From an optimization exercise on the open Yosys and OpenROAD flow, aimed at small area; shortcuts taken in it are not production practice.
In this exercise RTL edits were held to simulation tests only and were not proved equivalent to the original.
Power and IR drop assume default switching activity.

`flow/flow/run.sh`:
```
#!/bin/bash
# Own layout flow: the standard synthesis, then a stronger area-oriented ABC
# re-mapping of the combinational logic only (every register instance is kept
# as the standard synthesis made it), then the standard layout steps with
# small port buffers and a clock tree of mid-size buffers.
set -euo pipefail
HERE=$PWD
R=$HERE/orfs/results/sky130hd/edgetimer/base
export BUFFER_PORTS_ARGS="-buffer_cell sky130_fd_sc_hd__buf_1"
export CTS_ARGS="-sink_clustering_enable -repair_clock_nets -buf_list sky130_fd_sc_hd__clkbuf_8 -dont_use_dummy_load"

# 1. standard synthesis (the standard flow's own script)
bash standard.sh synth > $HERE/synth_std.log 2>&1
cp $R/1_2_yosys.v $HERE/std_synth.v

# 2. re-map the combinational logic
REMAP_IN=$HERE/std_synth.v REMAP_OUT=$HERE/remapped.v REMAP_ABC=$HERE/flow/deep.abc \
REMAP_DONTUSE=$HERE/flow/dont_use.txt \
  yosys -c $HERE/flow/remap.tcl > $HERE/remap.log 2>&1
cp $HERE/remapped.v $R/1_2_yosys.v
touch $R/1_2_yosys.v

# 3. the rest of the standard flow (1_synth.odb is rebuilt from the new netlist)
bash standard.sh finish > $HERE/layout.log 2>&1
```
`flow/flow/deep.abc`:
```
strash
&get -n
&st
&deepsyn -T 60
&dch -f
&nf -a -R 1000
&st
&deepsyn -T 60
&dch -f
&nf -a -R 1000
&put
topo
```
`flow/flow/dont_use.txt`:
```
sky130_fd_sc_hd__lpflow_bleeder_1
sky130_fd_sc_hd__lpflow_clkbufkapwr_1
sky130_fd_sc_hd__lpflow_clkbufkapwr_16
sky130_fd_sc_hd__lpflow_clkbufkapwr_2
sky130_fd_sc_hd__lpflow_clkbufkapwr_4
sky130_fd_sc_hd__lpflow_clkbufkapwr_8
sky130_fd_sc_hd__lpflow_clkinvkapwr_1
sky130_fd_sc_hd__lpflow_clkinvkapwr_16
sky130_fd_sc_hd__lpflow_clkinvkapwr_2
sky130_fd_sc_hd__lpflow_clkinvkapwr_4
sky130_fd_sc_hd__lpflow_clkinvkapwr_8
sky130_fd_sc_hd__lpflow_decapkapwr_12
sky130_fd_sc_hd__lpflow_decapkapwr_3
sky130_fd_sc_hd__lpflow_decapkapwr_4
sky130_fd_sc_hd__lpflow_decapkapwr_6
sky130_fd_sc_hd__lpflow_decapkapwr_8
sky130_fd_sc_hd__lpflow_inputiso0n_1
sky130_fd_sc_hd__lpflow_inputiso0p_1
sky130_fd_sc_hd__lpflow_inputiso1n_1
sky130_fd_sc_hd__lpflow_inputiso1p_1
sky130_fd_sc_hd__lpflow_inputisolatch_1
sky130_fd_sc_hd__lpflow_isobufsrc_1
sky130_fd_sc_hd__lpflow_isobufsrc_16
sky130_fd_sc_hd__lpflow_isobufsrc_2
sky130_fd_sc_hd__lpflow_isobufsrc_4
sky130_fd_sc_hd__lpflow_isobufsrc_8
sky130_fd_sc_hd__lpflow_isobufsrckapwr_16
sky130_fd_sc_hd__lpflow_lsbuf_lh_hl_isowell_tap_1
sky130_fd_sc_hd__lpflow_lsbuf_lh_hl_isowell_tap_2
sky130_fd_sc_hd__lpflow_lsbuf_lh_hl_isowell_tap_4
sky130_fd_sc_hd__lpflow_lsbuf_lh_isowell_4
sky130_fd_sc_hd__lpflow_lsbuf_lh_isowell_tap_1
sky130_fd_sc_hd__lpflow_lsbuf_lh_isowell_tap_2
sky130_fd_sc_hd__lpflow_lsbuf_lh_isowell_tap_4
sky130_fd_sc_hd__probe_p_8
sky130_fd_sc_hd__probec_p_8
```
`flow/flow/remap.tcl`:
```
# Re-map the combinational cells of a mapped netlist with a stronger ABC
# script. Sequential cells and tie cells stay as they are (same instances,
# names and cell types).
set lib $::env(FLOW_HOME)/platforms/sky130hd/lib/sky130_fd_sc_hd__tt_025C_1v80.lib
set fh [open $::env(REMAP_DONTUSE) r]
set du {}
foreach c [split [string trim [read $fh]]] { if {$c ne ""} { lappend du -dont_use $c } }
close $fh

yosys read_verilog $::env(REMAP_IN)
yosys read_liberty -ignore_miss_func $lib
yosys hierarchy -top edgetimer
yosys blackbox sky130_fd_sc_hd__*df* sky130_fd_sc_hd__*dl* sky130_fd_sc_hd__conb_*
yosys tee -o remap_before.txt stat
yosys flatten
yosys opt_clean -purge
yosys abc -script $::env(REMAP_ABC) -liberty $lib {*}$du
yosys opt_clean -purge
yosys hilomap -singleton -hicell sky130_fd_sc_hd__conb_1 HI -locell sky130_fd_sc_hd__conb_1 LO
yosys insbuf -buf sky130_fd_sc_hd__buf_4 A X
yosys opt_clean -purge
yosys read_liberty -lib $lib
yosys tee -o remap_stat.txt stat -liberty $lib
yosys check -assert -mapped
yosys write_verilog -noattr -nohex -nodec $::env(REMAP_OUT)
```
`flow/standard.sh`:
```
#!/bin/bash
# synth_recipe.tcl (not shown) runs the flow's synth.tcl, then flattens the netlist and writes it again
# the make line also repeats each setting of config.mk as NAME=value (left out here)
make -C /OpenROAD-flow-scripts/flow DESIGN_CONFIG=/design/flow/config.mk WORK_HOME=/design/flow/orfs CLKGATE_MAP_FILE= SYNTH_SCRIPT=/design/flow/synth_recipe.tcl "${@:-finish}"
```
`flow/config.mk`:
```
export PLATFORM = sky130hd
export DESIGN_NAME = edgetimer
export DESIGN_NICKNAME = edgetimer
export VERILOG_FILES = /design/flow/design.v
export SDC_FILE = /design/flow/constraint.sdc
export NUM_CORES = 4
export LEC_CHECK = 0
export CAP_MARGIN = 20
export CORE_MARGIN = 2
export CORE_UTILIZATION = 50
export GPL_TIMING_DRIVEN = 0
export SLEW_MARGIN = 20
```
`flow/constraint.sdc`:
```
create_clock -name core_clock -period 15.0 [get_ports {clk}]
set_input_delay 3.0000 -clock core_clock [delete_from_list [all_inputs] [get_ports {clk}]]
set_output_delay 3.0000 -clock core_clock [all_outputs]
set_load 0.01 [all_outputs]
```
`flow/design.v`:
```
module edgetimer #(
    parameter integer THRESH_DHT   = 40,
    parameter integer THRESH_IR    = 100,
    parameter integer T_START_LOW  = 200,
    parameter integer T_START_HIGH = 30
) (
    input  wire        clk,
    input  wire        rst,
    input  wire        cmd_valid,
    output wire        cmd_ready,
    input  wire [15:0] cmd,
    input  wire [7:0]  din_a,
    input  wire [7:0]  din_b,
    output reg         rsp_valid,
    output reg  [7:0]  rsp_data,
    output reg         rsp_flag,
    output reg  [1:0]  rsp_status,
    output reg         rsp_ill,
    input  wire        dht_in,
    output reg         dht_out,
    output reg         dht_oe,
    input  wire        ir_in
);
    reg  [7:0]  cnt;
    reg  [7:0]  limit;
    reg  [39:0] frame;
    reg  [5:0]  len;             
    reg  [5:0]  rem;             
    reg         busy;
    reg         meas;            
    reg         sel;             
    reg         ir_start;        
    reg         ir_offset;
    reg         ir_unread;
    reg         dht_valid;
    reg         dht_ck;          
    reg  [7:0]  dht_hum;
    reg  [7:0]  dht_temp;
    reg  [7:0]  ir_addr;
    reg  [7:0]  ir_cmd;
    wire [3:0] unit = cmd[15:12];
    wire [3:0] func = cmd[11:8];
    wire [7:0] imm  = cmd[7:0];
    wire imm_z  = (imm == 8'd0);
    wire imm_z6 = (imm[7:6] == 2'd0);
    wire c_cnt_reset = (unit == 4'd0) && (func == 4'd0) && imm_z;
    wire c_cnt_arm   = (unit == 4'd0) && (func == 4'd1) && imm_z;
    wire c_cnt_exp   = (unit == 4'd0) && (func == 4'd2) && imm_z;
    wire c_cnt_ticks = (unit == 4'd0) && (func == 4'd3) && imm_z;
    wire c_et_arm    = (unit == 4'd1) && (func == 4'd0) && imm_z;
    wire c_et_meas   = (unit == 4'd1) && (func == 4'd1) && (imm[7:2] == 6'd0);
    wire c_et_count  = (unit == 4'd1) && (func == 4'd2) && imm_z;
    wire c_classify  = (unit == 4'd2) && (func == 4'd0) && imm_z;
    wire c_fa_clear  = (unit == 4'd3) && (func == 4'd0) && imm_z6;
    wire c_fa_push   = (unit == 4'd3) && (func == 4'd1) && (imm[7:1] == 7'd0);
    wire c_fa_pack   = (unit == 4'd3) && (func == 4'd2) && imm_z6;
    wire c_dht_acq   = (unit == 4'd4) && (func == 4'd0) && imm_z;
    wire c_dht_temp  = (unit == 4'd4) && (func == 4'd1) && imm_z;
    wire c_dht_hum   = (unit == 4'd4) && (func == 4'd2) && imm_z;
    wire c_ir_avail  = (unit == 4'd5) && (func == 4'd0) && imm_z;
    wire c_ir_wait   = (unit == 4'd5) && (func == 4'd1) && imm_z;
    wire c_ir_rcmd   = (unit == 4'd5) && (func == 4'd2) && imm_z;
    wire c_ir_raddr  = (unit == 4'd5) && (func == 4'd3) && imm_z;
    wire c_ir_edge   = (unit == 4'd5) && (func == 4'd4) && imm_z;
    wire c_ir_clr    = (unit == 4'd5) && (func == 4'd5) && imm_z;
    wire c_any = c_cnt_reset | c_cnt_arm | c_cnt_exp | c_cnt_ticks |
                 c_et_arm | c_et_meas | c_et_count | c_classify |
                 c_fa_clear | c_fa_push | c_fa_pack |
                 c_dht_acq | c_dht_temp | c_dht_hum |
                 c_ir_avail | c_ir_wait | c_ir_rcmd | c_ir_raddr |
                 c_ir_edge | c_ir_clr;
    assign cmd_ready = !rst && !busy;
    wire acc = cmd_valid && !busy;           
    wire       do_arm  = acc && c_cnt_arm;
    wire [7:0] bound   = do_arm ? din_a : limit;
    wire       lt      = (cnt < bound);
    wire       expired = !lt;                
    wire [7:0] inc     = cnt + 8'd1;
    wire [5:0] fa_n     = imm[5:0];
    wire       clear_ok = (fa_n != 6'd0) && (fa_n <= 6'd40);
    wire       len_nz   = (len != 6'd0);
    wire       rem_z    = (rem == 6'd0);
    wire       push_ok  = len_nz && !rem_z;
    wire [7:0] dd       = {2'b0, len} - {2'b0, imm[5:0]} - 8'd8;
    wire       pack_ok  = rem_z && !dd[7];
    wire [5:0] d        = dd[5:0];
    wire [22:0] w16 = d[4] ? frame[38:16] : frame[22:0];
    wire [14:0] w8  = d[3] ? w16[22:8]   : w16[14:0];
    wire [10:0] w4  = d[2] ? w8[14:4]    : w8[10:0];
    wire [8:0]  w2  = d[1] ? w4[10:2]    : w4[8:0];
    wire [7:0]  w1  = d[0] ? w2[8:1]     : w2[7:0];
    wire [7:0]  win = d[5] ? frame[39:32] : w1;
    wire line     = sel ? ir_in : dht_in;
    wire diff     = (line != dht_out);
    wire eng      = busy && !meas;                
    wire dstart   = eng && dht_oe;                
    wire em       = eng && !dht_oe;               
    wire mend     = em && !expired && diff;       
    wire ebit     = sel ? (cnt > THRESH_IR[7:0]) : (cnt > THRESH_DHT[7:0]);
    wire rem_one  = (rem == 6'd1);
    wire hi_end   = mend && dht_out;          
    wire last     = hi_end && rem_one;
    wire x_shift  = mend && !dht_out && sel && ir_offset && (rem == 6'd8);
    wire [7:0] v_hum  = frame[38:31];
    wire [7:0] v_temp = frame[22:15];
    wire       pn_lo  = !ebit;
    wire       pn_hi  = !frame[0];
    wire       c_lo   = (frame[31] & frame[15]) | (frame[31] & pn_lo) | (frame[15] & pn_lo);
    wire       s_hi   = frame[32] ^ frame[16] ^ pn_hi;
    wire       s_lo   = frame[31] ^ frame[15] ^ pn_lo;
    wire       ck_bit = s_hi ^ c_lo;                
    wire       sumok  = dht_ck && ck_bit && s_lo;   
    wire [7:0] v_addr = frame[30:23];
    wire [7:0] v_cmd  = {frame[14:8], frame[7] & !ir_offset};
    wire       addr_ff = &v_addr;
    wire meas_ret = busy && meas && (expired || diff);
    wire eng_ret  = em && (expired || last);
    wire lsel      = imm[1] ? ir_in : dht_in;
    wire meas_blk  = c_et_meas && !expired && (lsel == imm[0]);
    wire ir_go     = c_ir_wait && ir_start;
    wire blocks    = meas_blk || c_dht_acq || ir_go;
    always @(*) begin
        rsp_valid  = !rst && ((acc && !blocks) || meas_ret || eng_ret);
        rsp_flag   = expired && (busy ? meas : c_et_meas);
        rsp_status = 2'd0;
        if (eng) begin
            if (expired)
                rsp_status = 2'd1;
            else if (!sel)
                rsp_status = sumok ? 2'd0 : 2'd2;
            else
                rsp_status = addr_ff ? 2'd2 : (ir_unread ? 2'd3 : 2'd0);
        end
        rsp_ill = !busy && (!c_any ||
                            (c_fa_clear && !clear_ok) ||
                            (c_fa_push && !push_ok) ||
                            (c_fa_pack && !pack_ok) ||
                            (c_ir_wait && !ir_start));
        rsp_data = ({8{busy ? meas : (c_cnt_ticks || c_et_count || c_et_meas)}} & cnt)
                 | ({8{!busy && c_fa_pack && pack_ok}} & win)
                 | ({8{!busy && c_dht_temp && dht_valid}} & dht_temp)
                 | ({8{!busy && c_dht_hum && dht_valid}} & dht_hum)
                 | ({8{!busy && c_ir_rcmd && ir_offset}} & ir_cmd)
                 | ({8{!busy && c_ir_raddr && ir_offset}} & ir_addr)
                 | {7'd0, !busy && ((c_cnt_exp && expired) ||
                                    (c_classify && (din_a > din_b)) ||
                                    (c_ir_avail && ir_start))};
    end
    wire a_dht   = acc && c_dht_acq;
    wire a_ir    = acc && ir_go;
    wire st_low  = dstart && !dht_out && expired;
    wire st_high = dstart && dht_out && expired;
    wire restart = mend && !last;                 
    wire zero    = (acc && (c_cnt_reset || c_et_arm || c_dht_acq || ir_go)) ||
                   st_low || st_high || restart;
    wire set255  = (acc && (c_et_arm || ir_go)) || st_high;    
    wire one     = !(acc && c_cnt_reset) || (limit != 8'd0);
    wire shift   = (acc && c_fa_push && push_ok) || hi_end || x_shift;
    wire sbit    = busy ? ebit : imm[0];
    always @(posedge clk) begin
        if (shift)
            frame <= {frame[38:0], sbit};
        if (acc && c_fa_clear && clear_ok)
            rem <= fa_n;
        else if (a_dht)
            rem <= 6'd42;
        else if (a_ir)
            rem <= 6'd32;
        else if ((acc && c_fa_push && push_ok) || hi_end)
            rem <= rem - 6'd1;
        if (acc && c_et_meas) begin
            meas <= 1'b1;
            sel  <= imm[1];
        end else if (a_dht) begin
            meas <= 1'b0;
            sel  <= 1'b0;
        end else if (a_ir) begin
            meas <= 1'b0;
            sel  <= 1'b1;
        end
        if (a_dht)
            dht_out <= 1'b0;
        else if (acc && c_et_meas)
            dht_out <= imm[0];
        else if (a_ir)
            dht_out <= ir_in;
        else if (st_low)
            dht_out <= 1'b1;
        else if (st_high)
            dht_out <= dht_in;
        else if (mend)
            dht_out <= !dht_out;
        if (hi_end && rem == 6'd8)
            dht_ck <= 1'b1;
        else if (hi_end && !ck_bit)
            dht_ck <= 1'b0;
        if (last && !sel && sumok) begin
            dht_hum  <= v_hum;
            dht_temp <= v_temp;
        end
        if (last && sel && !addr_ff && !ir_unread) begin
            ir_addr <= v_addr;
            ir_cmd  <= v_cmd;
        end
        if (rst) begin
            cnt       <= 8'd0;
            limit     <= 8'hFF;
            len       <= 6'd0;
            busy      <= 1'b0;
            dht_oe    <= 1'b0;
            ir_start  <= 1'b0;
            ir_offset <= 1'b0;
            ir_unread <= 1'b0;
            dht_valid <= 1'b0;
        end else begin
            if (zero)
                cnt <= {7'd0, one};
            else if (lt)
                cnt <= inc;
            if (do_arm)
                limit <= din_a;
            else if (a_dht)
                limit <= T_START_LOW[7:0];
            else if (st_low)
                limit <= T_START_HIGH[7:0];
            else if (set255)
                limit <= 8'hFF;
            if (acc && c_fa_clear && clear_ok)
                len <= fa_n;
            else if (a_dht || a_ir)
                len <= 6'd0;
            if (acc && blocks)
                busy <= 1'b1;
            else if (meas_ret || eng_ret)
                busy <= 1'b0;
            if (a_dht)
                dht_oe <= 1'b1;
            else if (st_high)
                dht_oe <= 1'b0;
            if (acc && (c_ir_edge))
                ir_start <= 1'b1;
            else if (acc && (c_ir_clr || c_ir_wait))
                ir_start <= 1'b0;
            if (acc && (c_ir_rcmd || c_ir_raddr))
                ir_unread <= 1'b0;
            else if (last && sel && !addr_ff && !ir_unread) begin
                ir_unread <= 1'b1;
                ir_offset <= 1'b1;
            end
            if (last && !sel && sumok)
                dht_valid <= 1'b1;
        end
    end
endmodule
```
==> results of run 1 <==
## worst max-delay path by stage
stage | endpoint | slack (ns) | cells past startpoint
finish | rsp_data[0] | 3.81 | 18
global route | rsp_data[0] | 3.53 | 18
global placement | frame[14]$_DFFE_PP_ | 2.34 | 18
CTS | rsp_data[0] | 3.91 | 18
floorplan | frame[0]$_DFFE_PP_ | 4.93 | 17
detailed placement | rsp_data[0] | 3.92 | 18
## power groups by stage
stage	clock network, mW	logic [mW]	registers, mW
floorplan	0	0.0328	0.329
global placement	0	0.0509	0.329
detailed placement	0	0.0517	0.330
CTS	0.150	0.0520	0.323
global route	0.160	0.0580	0.323
finish	0.146	0.0535	0.323
## cell usage in the layout, fill, tap and decap left out, drive strengths merged, types with 8 or more instances in the layout
master / instances
a21oi: 35
a221oi: 8
a222oi: 9
a22oi: 17
buf: 57
clkbuf: 9
clkinv: 21
dfxtp: 31
edfxtp: 79
mux2i: 13
nand2: 53
nand2b: 8
nand3: 12
nor2: 70
nor2b: 10
nor3: 31
o21ai: 32
o22ai: 20
xnor2: 15
xor2: 8
## routing by layer
metal | wire (um) | part of all wire [%]
met2 | 7030 | 45
met5 | 0 | 0
met4 | 255 | 1.6
met1 | 7110 | 45
met3 | 1390 | 8.8
## worst reg2reg max path, stage by stage, from the launching register on
cell	delay (ns)
dfxtp_1	0.48
nand4b_1	0.34
nor3_2	0.57
buf_4	0.28
mux2i_1	0.31
a22oi_1	0.13
a21oi_1	0.17
a221oi_1	0.07
nor2_1	0.16
a221oi_1	0.06
o21ai_0	0.76
clkinv_1	0.33
and3_1	0.30
nand2b_1	0.24
clkinv_1	0.11
a21oi_1	0.25
nand3b_1	0.31
a21oi_1	0.22
o21a_1	0.15
## state kept, by name, indices dropped and copies added (netlist names)
signal	count
busy	1
cnt	8
dht_ck	1
dht_hum	8
dht_oe	1
dht_out	1
dht_temp	8
dht_valid	1
frame	40
ir_addr	8
ir_cmd	8
ir_offset	1
ir_start	1
ir_unread	1
len	6
limit	8
meas	1
rem	6
sel	1
## cell type report
cell class | count | area, sq um
tap | 140 | 175
sequential | 110 | 2990
inverter | 21 | 78.8
clock buffer | 9 | 124
timing repair buffer | 57 | 248
fill | 988 | 4680
multi-input combinational | 424 | 2550
==> results.toml, run 1 <==
[outcome]
status = "finished clean"

[finish]
nNetsFinal = 660
finish.utilization_pct = 56.9
fin_cells = 761
fin_area_sq_um = 6160
layout-drive-gt1-share_pct = 3.22
diodes = 0
area_delta_synth_final_pct = 10.5

[sta]
clock_skew_ns = 0.0308
hold_viol = 0
worst_slack_ns = 3.81
worstMarginPinSlew_ns = 1.09
setup-violations-final = 0
setup_tns_ns = 0
slew_violations = 0
min_period_over_period_pct = 74.6
max_clock_freq_mhz = 89.4
relSlewSlack_pct = 27.1
rsz0062_at_grt = "false"
holdWs_ns = 0.473
period_minus_slack_ns = 11.19

[drt]
drtAntennaViolNets = 0
wl_per_cell_um = 20.7
drt-total-wl_mm = 15.8
vias = 4886
vias_per_cell = 6.42
first_pass_iters = 5
drtIter0Drc = 671
drc = 0

[logic_synthesis]
yosysWarnings = 1
synth_area_sq_um = 5580
synth_cells = 555
synth_nets = 592
avgSynthCellArea_sq_um = 10.1

[global_route]
use_met1_pct = 39.5
grt_start_max_net_pins = 22
antenna_found_initial = 0
grt_pass1_vias = 4418
grt_pass1_wl_mm = 23.9
grt_overflow = 0
grt_use_total_pct = 26.7
use_met2_pct = 39.6
grt_util_met3_pct = 4.45
grt.busiest_layer = "met2"

[worst_setup_path]
startpoint = "cmd[2]"
max_stage_delay_ns = 0.76
r2r-end = "cnt[6]$_SDFFE_PP0P_"
worstPathArrival_ns = 8.19
startpoint_type = "input pin"
end_kind = "primary output"
cp_data_required_time_ns = 12.00
worstPathCellList = "buf_1, nor4_1, nand2_1, or2_0, nor2b_1, nand2b_1, nor3_2, buf_4, mux2i_1, a22oi_1, a21oi_1, a221oi_1, nor2_1, a221oi_1, o21ai_0, clkinv_1, o41ai_1, buf_1"
path_buf_inv = 4
r2r_cells = 18
path_max_fanout = 9
cpMaxStageDelayCell = "o21ai_0"
r2r_start = "busy$_SDFFE_PP0P_"
reg2reg_slack_ns = 9.73
setup.worst_path.class = "in2out"
critPathTopFamily = "simple AND/OR/NAND/NOR gates"

[clock_network]
clkSlewWorstSetupHoldPaths_ns = 0.10
clkSinkCount = 110
holdBufCountCts = 0
cts_root_buf = "clkbuf_8"
post-cts-setup-buffer-count = 0
htree_levels = 3
cts-resized-gates = 0
cts_tree = "yes"
clk-insertion-delay-late_ns = 0.40
clock_path_buffers = 2
cts-buffers-inserted = 9

[die]
io_pins = 53
core_sq_um = 10800
die_h_um = 110
rows = 38
die_area_sq_um = 12000
initial_utilization_pct = 51.5
die_w_um = 110

[pwr]
p_seq_share_pct = 61.7
switchingPower_uw = 129
p_int_uw = 393
leakage_nw = 1.93
power_frac_clock_pct = 28.0
powerDensity_nw_per_um2 = 84.7
ir_drop_v = 0.0000688
netSwitchingFraction_pct = 24.7
pwr-share-comb_pct = 10.3
p_total_uw = 522

[placed_design]
hpwl_mm = 11.9
placed_cells = 752
dp_slack_ns = 3.92
dpl_cell_area_sq_um = 6040
io_buffers = 52
place_congestion = 0.915

[hold_path]
worstHoldPathType = "reg2reg"
hold_start = "frame[5]$_DFFE_PP_"
hold_end = "frame[6]$_DFFE_PP_"
whs_path_depth = 0

[job]
cap_viol_max_count = 0
==> inputs of run 2 (changes only) <==
--- a/flow/design.v
+++ b/flow/design.v
@@ -150,8 +150,8 @@
     wire a_ir    = acc && ir_go;
-    wire st_low  = dstart && !dht_out && expired;
-    wire st_high = dstart && dht_out && expired;
+    wire st_low  = dstart && !dht_out && (cnt == T_START_LOW[7:0]);
+    wire st_high = dstart && dht_out && (cnt == T_START_LOW[7:0] + T_START_HIGH[7:0]);
     wire restart = mend && !last;                 
     wire zero    = (acc && (c_cnt_reset || c_et_arm || c_dht_acq || ir_go)) ||
-                   st_low || st_high || restart;
-    wire set255  = (acc && (c_et_arm || ir_go)) || st_high;    
+                   st_high || restart;
+    wire set255  = acc && (c_et_arm || c_dht_acq || ir_go);   
     wire one     = !(acc && c_cnt_reset) || (limit != 8'd0);
@@ -221,6 +221,2 @@
                 limit <= din_a;
-            else if (a_dht)
-                limit <= T_START_LOW[7:0];
-            else if (st_low)
-                limit <= T_START_HIGH[7:0];
             else if (set255)
--- a/flow/flow/run.sh
+++ b/flow/flow/run.sh
@@ -4,3 +4,4 @@
 # as the standard synthesis made it), then the standard layout steps with
-# small port buffers and a clock tree of mid-size buffers.
+# small port buffers, area recovery after placement and a clock tree of
+# mid-size buffers.
 set -euo pipefail
@@ -22,3 +23,9 @@
 
-# 3. the rest of the standard flow (1_synth.odb is rebuilt from the new netlist)
+# 3. placement with the standard flow (1_synth.odb is rebuilt from the new
+#    netlist), then area recovery on the placed design
+bash standard.sh place > $HERE/place.log 2>&1
+RESULTS=$R FLOW_HOME_V=$HERE/flow openroad -no_init -exit $HERE/flow/recover.tcl > $HERE/recover.log 2>&1
+touch $R/3_place.odb
+
+# 4. the rest of the standard flow
 bash standard.sh finish > $HERE/layout.log 2>&1
==> flow/flow/recover.tcl (new file) <==
# Downsize cells off the critical paths (area recovery) on the placed
# design, then re-legalize. Reads and rewrites 3_place.odb.
set R $::env(RESULTS)
read_liberty $::env(FLOW_HOME)/platforms/sky130hd/lib/sky130_fd_sc_hd__tt_025C_1v80.lib
read_db $R/3_place.odb
read_sdc $R/3_place.sdc
source $::env(FLOW_HOME)/platforms/sky130hd/setRC.tcl
set fh [open $::env(FLOW_HOME_V)/dont_use.txt r]
set_dont_use [split [string trim [read $fh]]]
close $fh
estimate_parasitics -placement
report_check_types -max_slew -max_capacitance -violators
repair_timing -recover_power 100
detailed_placement
check_placement -verbose
estimate_parasitics -placement
report_check_types -max_slew -max_capacitance -violators
report_worst_slack
write_db $R/3_place.odb
==> run 2 against run 1 <==
Effect of this change: fmax grew 0.54%; clock power barely moved; design area shrank 1.7%; non-clock buffer count is 3 higher; critical path depth fell by 2; setup slack better by 0.060 ns; worst hold slack got worse by 0.0062 ns; sequential cell count did not move; utilization is 0.71 points lower; power decreased by 0.47%; synthesized cell count fell by 2.7%; area after synthesis decreased by 1.3%; critical path type unchanged; largest cell class unchanged; largest power group unchanged; highest routed layer unchanged.
==> results.toml, run 2 <==
[outcome]
status = "finished clean"

[placed_design]
dp_slack_ns = 4.01
place_congestion = 0.990
io_buffers = 52
hpwl_mm = 12.0

[drt]
wl_met3_mm = 1.17
vias_per_cell = 6.31
wl_per_cell_um = 21.6
drtAntennaViolNets = 0
wl_met2_mm = 7.61
drc = 0
drtIter0Drc = 491
met1_length_mm = 6.99
drt-total-wl_mm = 16.2
routed.top_layer = "met4"
vias = 4725
first_pass_iters = 6

[die]
die_area_sq_um = 11900
core_sq_um = 10800
io_pins = 53
die_w_um = 109
initial_utilization_pct = 51.0
rows = 38
die_h_um = 109

[worst_setup_path]
setup.worst_path.class = "in2out"
critPathTopFamily = "simple AND/OR/NAND/NOR gates"
cpMaxStageDelayCell = "nor3_1"
r2r_cells = 14
cp_data_required_time_ns = 12.00
startpoint_type = "input pin"
end_kind = "primary output"
max_stage_delay_ns = 0.73
worstPathArrival_ns = 8.13
path_buf_inv = 3
path_max_fanout = 9
worstPathCellList = "clkbuf_1, xnor2_1, a21oi_1, nor2_1, or3_1, o22ai_1, clkbuf_1, a21oi_1, a2111oi_0, o21ai_0, or3_1, nand2b_1, nor3_1, nand2_1, o311ai_0, buf_1"
crit_cells = 16

[sta]
clock_skew_ns = 0.0350
slew_violations = 0
period_minus_slack_ns = 11.13
setup_tns_ns = 0
min_period_over_period_pct = 74.2
hold_viol = 0
rsz0062_at_grt = "false"
worstMarginPinSlew_ns = 1.03
relSlewSlack_pct = 31.0
worst_slack_ns = 3.87
max_clock_freq_mhz = 89.9
setup-violations-final = 0

[finish]
final_common_cell = "edfxtp_1"
regMostFlops = "frame"
mostFrequentLayoutCells = "edfxtp_1, nor2_1, nand2_1"
nFillCells = 984
nNetsFinal = 648
diodes = 0
largest_reg_flops = 40
layout-drive-gt1-share_pct = 2.46
area_delta_synth_final_pct = 10.1

[clock_network]
htree_levels = 3
clk-insertion-delay-late_ns = 0.38
clkSinkCount = 110
cts_tree = "yes"
clkSlewWorstSetupHoldPaths_ns = 0.09
cts_root_buf = "clkbuf_8"
cts-resized-gates = 0
clock_path_buffers = 2
post-cts-setup-buffer-count = 0
cts-buffers-inserted = 9
holdBufCountCts = 0

[job]
cap_viol_max_count = 0

[global_route]
grt_pass1_vias = 4473
grt_start_max_net_pins = 25
grt_overflow = 0
grt_use_total_pct = 28.3
grt_pass1_wl_mm = 25.0
antenna_found_initial = 0

[logic_synthesis]
synth_area_sq_um = 5510
synth_cells = 540
yosysWarnings = 1
avgSynthCellArea_sq_um = 10.2
synth_nets = 577

[pwr]
ir_drop_v = 0.0000481
powerDensity_nw_per_um2 = 85.8
leakage_nw = 1.91

[hold_path]
worstHoldPathType = "reg2reg"
whs_path_depth = 2
## run 2: metal layers
layer	up-vias	GRT usage (%)
met5	-	0
met2	213	46.0
li1	2237	-
met4	0	10.3
met3	29	4.36
met1	2246	38.6
## run 2: path summary, 6_finish.rpt
path,from,endpoint,slack [ns]
setup / recovery,cmd[1],rsp_data[0],3.87
hold / removal,meas$_SDFFE_PP1P_,meas$_SDFFE_PP1P_,0.47
setup reg to reg,busy$_SDFFE_PP0P_,ir_addr[5]$_DFFE_PP_,9.53
hold reg to reg,meas$_SDFFE_PP1P_,meas$_SDFFE_PP1P_,0.47
## run 2: worst reg2reg max path: stages, from the launching register on
cell and delay [ns]:
dfxtp_1 0.48, nand4b_1 0.33, nor2_1 0.67, mux2i_1 0.28
o22ai_1 0.21, a31oi_1 0.09, o21ai_0 0.08, a21oi_1 0.08
a221oi_1 0.22, a2bb2oi_1 0.78, nand2_1 0.15, or3_1 0.48
nor3_1 0.27, clkbuf_1 0.51, clkbuf_1 0.50
## run 2: cell type report
class / instances / area (sq um) / area share, %
Inverter: 17 / 63.8 / 1.05
Multi-Input combinational cell: 413 / 2470 / 40.7
Sequential cell: 110 / 2990 / 49.4
Timing Repair Buffer: 60 / 238 / 3.92
Tap cell: 140 / 175 / 2.89
Clock buffer: 9 / 124 / 2.04
## run 2: per-stage QoR
stage          cell area [sq um]  hold WS (ns)  total power [mW]  cells  utilization (%)
2_1_floorplan               5510         0.425             0.362    540                -
3_3_place_gp                5880         0.434             0.380    732             54.5
3_5_place_dp                5980         0.449             0.381    739             55.4
4_1_cts                     6040         0.466             0.520    748             56.0
5_1_grt                     6060         0.488             0.536    749             56.2
6_report                    6060         0.467             0.520    749             56.2
## run 2: power by group
group / leakage [nW] / internal [mW] / switching, mW / total, mW
logic: 0.879 / 0.0177 / 0.0347 / 0.0525
clock network: 0.0647 / 0.0542 / 0.0901 / 0.144
registers: 0.969 / 0.322 / 0.00141 / 0.323
==> inputs of run 3 (changes only) <==
--- a/flow/config.mk
+++ b/flow/config.mk
@@ -9,3 +9,3 @@
 export CORE_MARGIN = 2
-export CORE_UTILIZATION = 50
+export CORE_UTILIZATION = 65
 export GPL_TIMING_DRIVEN = 0
==> run 3 against run 2 <==
Effect of this change: still clean; clock skew is 0.010 ns higher; first-iteration DRC count increased by 48%; worst hold slack worse by 0.0011 ns; die area shrank 23%; largest cell class unchanged.
==> results.toml, run 3 <==
[outcome]
status = "finished clean"

[finish]
final_common_cell = "edfxtp_1"
area_delta_synth_final_pct = 9.13
layout-drive-gt1-share_pct = 2.66
regMostFlops = "frame"
nFillCells = 614
nNetsFinal = 641
largest_reg_flops = 40
mostFrequentLayoutCells = "edfxtp_1, nand2_1, nor2_1"
diodes = 0

[worst_setup_path]
end_kind = "primary output"
max_stage_delay_ns = 0.69
path_max_fanout = 9
worstPathCellList = "clkbuf_1, nor4_1, nor3b_1, nand2_1, nor2_1, nand2_1, nor2_1, mux2i_1, o22ai_1, o21ai_0, o221ai_1, a21oi_1, a221o_1, o21ai_0, o21ai_0, nand2_1, a21oi_1, a31oi_1, nor2_1, buf_1"
worstPathArrival_ns = 7.55
cp_data_required_time_ns = 12.00
cpMaxStageDelayCell = "nor2_1"
startpoint_type = "input pin"
setup.worst_path.class = "in2out"

[die]
die_area_sq_um = 9190
core_sq_um = 8220
rows = 33
io_pins = 53
initial_utilization_pct = 66.7
die_h_um = 95.8
die_w_um = 95.8

[global_route]
grt.busiest_layer = "met2"
use_met2_pct = 51.5
grt_overflow = 0
grt_pass1_vias = 4318
grt_use_total_pct = 33.2
use_met1_pct = 47.9
antenna_found_initial = 0
grt_util_met3_pct = 5.25
grt_pass1_wl_mm = 22.7
grt_start_max_net_pins = 24

[clock_network]
cts-buffers-inserted = 9
holdBufCountCts = 0
cts_tree = "yes"
clkSlewWorstSetupHoldPaths_ns = 0.08
clkSinkCount = 110
cts_root_buf = "clkbuf_8"
clk-insertion-delay-late_ns = 0.38
post-cts-setup-buffer-count = 0
clock_path_buffers = 2
htree_levels = 3
cts-resized-gates = 0

[sta]
min_period_over_period_pct = 70.3
slew_violations = 0
setup-violations-final = 0
hold_viol = 0
period_minus_slack_ns = 10.55
clock_skew_ns = 0.0451
setup_tns_ns = 0
rsz0062_at_grt = "false"
worstMarginPinSlew_ns = 1.19
relSlewSlack_pct = 20.2
max_clock_freq_mhz = 94.8

[logic_synthesis]
synth_nets = 574
synth_area_sq_um = 5480
yosysWarnings = 1
synth_cells = 537
avgSynthCellArea_sq_um = 10.2

[hold_path]
worstHoldPathType = "reg2reg"

[placed_design]
place_congestion = 0.896
hpwl_mm = 11.0
io_buffers = 52

[pwr]
p_total_uw = 519
ir_drop_v = 0.0000549
powerDensity_nw_per_um2 = 86.7
leakage_nw = 1.91

[drt]
wl_per_cell_um = 20.9
first_pass_iters = 6
drtIter0Drc = 728
drc = 0
vias_per_cell = 6.90
drtAntennaViolNets = 0
drt-total-wl_mm = 14.8
vias = 4880

[job]
cap_viol_max_count = 0
-- run 3: worst paths after layout --
kind | from | endpoint | slack (ns) | depth (start not counted)
worst max register to register | busy$_SDFFE_PP0P_ | ir_addr[1]$_DFFE_PP_ | 9.31 | 15
worst min-delay path | frame[1]$_DFFE_PP_ | frame[2]$_DFFE_PP_ | 0.47 | 0
worst min register to register | frame[1]$_DFFE_PP_ | frame[2]$_DFFE_PP_ | 0.47 | 0
worst max-delay path | cmd[1] | rsp_valid | 4.45 | 20
-- run 3: critical path: cells and delay by family --
kind / cells / cell delay, ns
simple gates: 8 / 2.19
buf+inv: 2 / 0.38
compound gates: 9 / 1.56
mux: 1 / 0.41
-- run 3: area by class of cell --
class	instances	area, sq um	area share (%)
sequential	110	2990	50.0
multi-input combinational	411	2450	40.9
clock buffer	9	124	2.07
inverter	16	60.1	1.00
tap	105	131	2.20
timing repair buffer	56	226	3.79
-- run 3: stage by stage --
stage | setup WS (ns) | hold slack, ns | utilization (%) | cells | cell area, sq um
6_report | 4.45 | 0.466 | 72.8 | 707 | 5980
5_1_grt | 4.05 | 0.478 | 72.8 | 707 | 5980
4_1_cts | 4.57 | 0.465 | 72.4 | 705 | 5950
3_5_place_dp | 4.62 | 0.441 | 71.5 | 696 | 5870
3_3_place_gp | 3.48 | 0.435 | 70.7 | 694 | 5810
2_1_floorplan | 5.39 | 0.426 | - | 537 | 5480
-- run 3: layer usage --
layer | share of wire (%) | vias up
met1 | 41 | 2296
met5 | 0 | -
met3 | 11 | 36
li1 | - | 2215
met2 | 46 | 333
met4 | 2.6 | 0
-- run 3: where the power goes --
part	internal, mW	total, mW	switching, mW
clock	0.0543	0.142	0.0881
sequential	0.322	0.323	0.00147
combinational	0.0179	0.0532	0.0354

[re-timing with driven ports]
In the flow no input, the clock included, has a driving cell. The finished layouts below were timed again as built, in two steps.
Step 1 assumes that a clkbuf_16 drives the clock port and a buf_2 every other input.
Step 2 adds t to the input delays and takes it off the output delays; t is the mean of the earliest and latest rising clock arrival at the registers after step 1. Input paths then give back, and output paths get back, about the clock's delay inside the block.
Slacks: ideal ports / drivers / drivers and shift; pairs: ideal ports / drivers.
run	t (ns)	slack for setup (ns)	worst setup path at the end	worst register clock-pin slew, ns
run 1	0.421	3.814 / 3.796 / 3.796	input to output	0.11 / 0.11
run 2	0.395	3.875 / 3.851 / 3.851	input to output	0.11 / 0.11
run 3	0.390	4.452 / 4.427 / 4.427	input to output	0.12 / 0.12
After both steps setup and hold are still met in every run listed. For run 3, which loses most, drivers alone change the setup slack by -0.025 ns; drivers and shift together by -0.025 ns.
